From an optimization exercise on the open Yosys and OpenROAD flow, aimed at small area, a short achievable clock period and few clock cycles; shortcuts taken in it are not production practice.
RTL that was checked went through simulation tests only; none was proved equivalent to the original.
The flow treats the clock pin as an ideal source. Dropping or thinning the clock tree relies on that and would not hold on a real chip.
Power figures rest on the tool's default switching activity, not on a simulated workload.

==> flow/design.v <==
module tslcf_deframer (
    input  wire       clk,
    input  wire       rst,
    input  wire       in_valid,
    output wire       in_ready,
    input  wire [1:0] in_kind,
    input  wire [7:0] in_data,
    output reg        b_valid,    
    output reg        e_valid,    
    output reg        a_valid,    
    output reg        fe_first,   
    output reg  [7:0] op_byte
);
    localparam [1:0] K_DATA  = 2'd0,
                     K_EOS   = 2'd1,
                     K_ABORT = 2'd2;
    localparam [1:0] HUNT0 = 2'd0,   
                     HUNT1 = 2'd1,   
                     BODY0 = 2'd2,   
                     BODY1 = 2'd3;   
    reg  [1:0] state;
    reg        pend_end;    
    reg        nfe;         
    assign in_ready = nfe;
    always @(*) fe_first = !nfe;
    wire take   = in_valid && !fe_first;
    wire is_esc;
    wire is_stx;
    tslcf_bytecmp u_cmp (
        .d   (in_data),
        .esc (is_esc),
        .stx (is_stx)
    );
    always @(posedge clk) begin
        if (!fe_first)
            op_byte <= in_data;
    end
    wire k_data  = !in_kind[1] && !in_kind[0];
    wire k_eos   = !in_kind[1] &&  in_kind[0];
    wire k_abort =  in_kind[1] && !in_kind[0];
    wire s_hunt1 = (state == HUNT1);
    wire s_body0 = (state == BODY0);
    wire s_body1 = (state == BODY1);
    wire in_body = state[1];
    wire t_data  = take && k_data;
    wire t_stop  = take && (k_eos || k_abort);    
    reg [1:0] state_n;
    always @(*) begin
        state_n = state;
        if (t_stop)
            state_n = HUNT0;
        else if (t_data) begin
            case (state)
                HUNT0: if (is_esc) state_n = HUNT1;
                HUNT1: if (is_stx) state_n = BODY0; else if (!is_esc) state_n = HUNT0;
                BODY0: if (is_esc) state_n = BODY1;
                default: state_n = BODY0;
            endcase
        end
    end
    wire lone_x  = t_data && s_body1 && !is_esc && !is_stx;
    wire lone_e  = take && k_eos && s_body1;
    wire fe_n    = lone_x || lone_e;
    wire b_n     = fe_first ? !pend_end
                 : (t_data && ((s_body0 && !is_esc) || (s_body1 && !is_stx))) || lone_e;
    wire e_n     = fe_first ? pend_end
                 : (t_data && s_body1 && is_stx) || (take && k_eos && s_body0);
    wire a_n     = !fe_first && take && k_abort && in_body;
    always @(posedge clk) begin
        pend_end <= lone_e;    
        if (rst) begin
            state    <= HUNT0;
            b_valid  <= 1'b0;
            e_valid  <= 1'b0;
            a_valid  <= 1'b0;
            nfe      <= 1'b1;
        end else begin
            state    <= state_n;
            b_valid  <= b_n;
            e_valid  <= e_n;
            a_valid  <= a_n;
            nfe      <= !fe_n;
        end
    end
endmodule
module tslcf_bytecmp (
    input  wire [7:0] d,
    output wire       esc,    
    output wire       stx     
);
    assign esc = (d == 8'hFE);
    assign stx = (d == 8'h02);
endmodule
module tslcf_parser (
    input  wire        clk,
    input  wire        rst,
    input  wire        b_valid,
    input  wire        e_valid,
    input  wire        a_valid,
    input  wire        fe_first,
    input  wire [7:0]  op_byte,
    output reg         out_valid,
    output reg  [3:0]  out_tag,
    output reg  [15:0] out_data
);
    localparam [2:0] F_PBC    = 3'd1,
                     F_VERFLG = 3'd2,
                     F_SCREEN = 3'd3,
                     F_INDEX  = 3'd4,
                     F_CW     = 3'd5,
                     F_TLEN   = 3'd6;
    localparam [2:0] S_OK          = 3'd0,
                     S_TOOSHORT    = 3'd1,
                     S_LENMISMATCH = 3'd2,
                     S_TRUNCATED   = 3'd3,
                     S_UNSUPPORTED = 3'd4,
                     S_ABORTED     = 3'd5;
    reg  [2:0]  field;       
    reg         half;        
    reg         text;        
    reg         stop;        
    reg  [15:0] text_nleft;  
    reg  [15:0] len_nleft;   
    reg         len_over;    
    wire [15:0] text_inc, len_inc;
    assign text_inc[0] = !text_nleft[0];
    assign len_inc[0]  = !len_nleft[0];
    genvar gi;
    generate
        for (gi = 1; gi < 16; gi = gi + 1) begin : g_inc
            assign text_inc[gi] = text_nleft[gi] ^ (&text_nleft[gi-1:0]);
            assign len_inc[gi]  = len_nleft[gi]  ^ (&len_nleft[gi-1:0]);
        end
    endgenerate
    wire [7:0]  lo_byte = out_data[7:0];      
    wire [7:0]  byte_in = fe_first ? 8'hFE : op_byte;
    wire [15:0] field16 = {byte_in, lo_byte};
    wire f_pbc  = (field == F_PBC);
    wire f_cw   = (field == F_CW);
    wire f_tlen = (field == F_TLEN);
    wire header = (field == F_PBC) || (field == F_VERFLG) || (field == F_SCREEN);
    wire ev_text = b_valid && text;
    wire ev_lo   = b_valid && !text && !stop && !half;
    wire ev_hi   = b_valid && !text && !stop && half;
    wire ev_end  = e_valid || a_valid;
    reg  [2:0]  status;
    always @(*) begin
        if (a_valid)
            status = S_ABORTED;
        else if (header)
            status = S_TOOSHORT;
        else if (len_over || len_nleft != 16'hFFFF)
            status = S_LENMISMATCH;
        else if (stop)
            status = S_UNSUPPORTED;
        else if (field == F_INDEX && !half && !text)
            status = S_OK;
        else
            status = S_TRUNCATED;
    end
    always @(posedge clk) begin
        out_valid      <= ev_text || ev_hi || ev_end;
        out_tag[3]     <= ev_end;
        out_tag[2:0]   <= ev_end ? 3'd0 : ev_hi ? field : 3'd7;
        out_data[15:8] <= ev_hi ? byte_in : 8'd0;
        if (ev_end)
            out_data[7:0] <= {5'd0, status};
        else if (ev_text || ev_lo)
            out_data[7:0] <= byte_in;
    end
    always @(posedge clk) begin
        if (rst || ev_end) begin
            field <= F_PBC;
            half  <= 1'b0;
            text  <= 1'b0;
            stop  <= 1'b0;
        end else if (ev_text) begin
            text <= (text_nleft[15:1] != 15'h7FFF);
        end else if (ev_lo) begin
            half <= 1'b1;
        end else if (ev_hi) begin
            half <= 1'b0;
            case (field)
                F_PBC:    field <= F_VERFLG;
                F_VERFLG: field <= F_SCREEN;
                F_CW: begin
                    field <= F_TLEN;
                    stop  <= byte_in[7];
                end
                F_TLEN: begin
                    field <= F_INDEX;
                    text  <= (field16 != 16'd0);
                end
                F_SCREEN: field <= F_INDEX;
                default:  field <= F_CW;            
            endcase
        end
    end
    always @(posedge clk) begin
        if (ev_text)
            text_nleft <= text_inc;
        else if (ev_hi && f_tlen)
            text_nleft <= ~field16;
    end
    always @(posedge clk) begin
        if (b_valid) begin
            if (ev_hi && f_pbc) begin
                len_nleft <= ~field16;
                len_over  <= 1'b0;
            end else begin
                len_nleft <= len_inc;
                if (len_nleft == 16'hFFFF)
                    len_over <= 1'b1;
            end
        end
    end
endmodule
module tslcf_rx (
    input  wire        clk,
    input  wire        rst,
    input  wire        in_valid,
    output wire        in_ready,
    input  wire [1:0]  in_kind,
    input  wire [7:0]  in_data,
    output wire        out_valid,
    output wire [3:0]  out_tag,
    output wire [15:0] out_data
);
    wire       b_valid;
    wire       e_valid;
    wire       a_valid;
    wire       fe_first;
    wire [7:0] op_byte;
    tslcf_deframer u_deframer (
        .clk      (clk),
        .rst      (rst),
        .in_valid (in_valid),
        .in_ready (in_ready),
        .in_kind  (in_kind),
        .in_data  (in_data),
        .b_valid  (b_valid),
        .e_valid  (e_valid),
        .a_valid  (a_valid),
        .fe_first (fe_first),
        .op_byte  (op_byte)
    );
    tslcf_parser u_parser (
        .clk       (clk),
        .rst       (rst),
        .b_valid   (b_valid),
        .e_valid   (e_valid),
        .a_valid   (a_valid),
        .fe_first  (fe_first),
        .op_byte   (op_byte),
        .out_valid (out_valid),
        .out_tag   (out_tag),
        .out_data  (out_data)
    );
endmodule
export LEC_CHECK = 0
export CAP_MARGIN = 20
export CORE_MARGIN = 2
export CORE_UTILIZATION = 65
export PLACE_DENSITY = 0.75
export SETUP_SLACK_MARGIN = 2.2
export SLEW_MARGIN = 20
export SYNTH_HIERARCHICAL = 1
export SYNTH_MINIMUM_KEEP_SIZE = 0
export TNS_END_PERCENT = 100
create_clock -name core_clock -period 4.0 [get_ports {clk}]
standard.sh (not shown) runs the stock make flow with config.mk's settings and CLKGATE_MAP_FILE= SYNTH_SCRIPT=/design/flow/synth_recipe.tcl, a recipe that flattens the netlist after the stock synthesis.
==> flow/flow/run.sh <==
#!/bin/bash
# Standard layout with two changes:
#  - the ports get plain buffers instead of delay cells;
#  - the clock tree is built by hand (flow/cts_hook.tcl, run by ORFS's cts
#    step before it would call clock_tree_synthesis): one root buffer driving
#    one buffer per cluster of registers, in place of TritonCTS's H-tree.
set -euo pipefail
work=$(pwd)
export BUFFER_PORTS_ARGS="-buffer_cell sky130_fd_sc_hd__buf_1"
export PRE_CTS_TCL="$work/flow/cts_hook.tcl"
bash standard.sh > flow.log 2>&1
Other scripts of this flow, unchanged in this note and not shown: flow/flow/cts_hook.tcl
Next try:
--- a/flow/design.v
+++ b/flow/design.v
@@ -106,21 +106,21 @@
     localparam [2:0] F_PBC    = 3'd1,
                      F_VERFLG = 3'd2,
                      F_SCREEN = 3'd3,
                      F_INDEX  = 3'd4,
                      F_CW     = 3'd5,
-                     F_TLEN   = 3'd6;
+                     F_TLEN   = 3'd6,
+                     F_STOP   = 3'd7;    
     localparam [2:0] S_OK          = 3'd0,
                      S_TOOSHORT    = 3'd1,
                      S_LENMISMATCH = 3'd2,
                      S_TRUNCATED   = 3'd3,
                      S_UNSUPPORTED = 3'd4,
                      S_ABORTED     = 3'd5;
     reg  [2:0]  field;       
     reg         half;        
     reg         text;        
-    reg         stop;        
     reg  [15:0] text_nleft;  
     reg  [15:0] len_nleft;   
     reg         len_over;    
     wire [15:0] text_inc, len_inc;
     assign text_inc[0] = !text_nleft[0];
@@ -137,10 +137,11 @@
     wire [15:0] field16 = {byte_in, lo_byte};
     wire f_pbc  = (field == F_PBC);
     wire f_cw   = (field == F_CW);
     wire f_tlen = (field == F_TLEN);
     wire header = (field == F_PBC) || (field == F_VERFLG) || (field == F_SCREEN);
+    wire stop   = (field == F_STOP);
     wire ev_text = b_valid && text;
     wire ev_lo   = b_valid && !text && !stop && !half;
     wire ev_hi   = b_valid && !text && !stop && half;
     wire ev_end  = e_valid || a_valid;
     reg  [2:0]  status;
@@ -171,24 +172,20 @@
     always @(posedge clk) begin
         if (rst || ev_end) begin
             field <= F_PBC;
             half  <= 1'b0;
             text  <= 1'b0;
-            stop  <= 1'b0;
         end else if (ev_text) begin
             text <= (text_nleft[15:1] != 15'h7FFF);
         end else if (ev_lo) begin
             half <= 1'b1;
         end else if (ev_hi) begin
             half <= 1'b0;
             case (field)
                 F_PBC:    field <= F_VERFLG;
                 F_VERFLG: field <= F_SCREEN;
-                F_CW: begin
-                    field <= F_TLEN;
-                    stop  <= byte_in[7];
-                end
+                F_CW:     field <= byte_in[7] ? F_STOP : F_TLEN;
                 F_TLEN: begin
                     field <= F_INDEX;
                     text  <= (field16 != 16'd0);
                 end
                 F_SCREEN: field <= F_INDEX;
The changed run went through all stages and came out clean.
Utilization is higher by 1.2 points.
Cell count is higher by 1.5%.
Global-route usage is higher by 1.7 points.
Routed wire length is higher by 2.9%.
Power is lower by 0.45%.
Testbench counts after the change, summed over its fixed seeds: cycles 14,627.
No functional check of the RTL was part of the first run of this note. In every run of this note, the design's own scripts or RTL, not TritonCTS, make the clock network.

-- re-timing with driven ports --
In the flow no input, the clock included, has a driving cell. The finished layouts below were timed again as built, in two steps. Step 1 assumes that a clkbuf_16 drives the clock port and a buf_2 every other input. Step 2 moves the port delays by t, midway between the first and last clock arrival at a register: inputs arrive t later, outputs are due t later. That takes back most of the time a late clock gives input paths. Three values: ideal, step 1, step 2; two values: the first two.
run	t, ns	setup WS [ns]	hold WS [ns]	latest minus earliest clock arrival (ns)	worst data-port slew with drivers (ns)
the first run	0.357	2.159 / 2.157 / 1.800	0.527 / 0.527 / 0.527	0.033 / 0.032	0.04
the second run	0.356	2.210 / 2.192 / 1.850	0.513 / 0.513 / 0.513	0.027 / 0.027	0.04
After both steps every run listed still meets setup and hold. For the second run, which loses most, drivers alone change the setup slack by -0.018 ns; drivers and shift together by -0.360 ns.
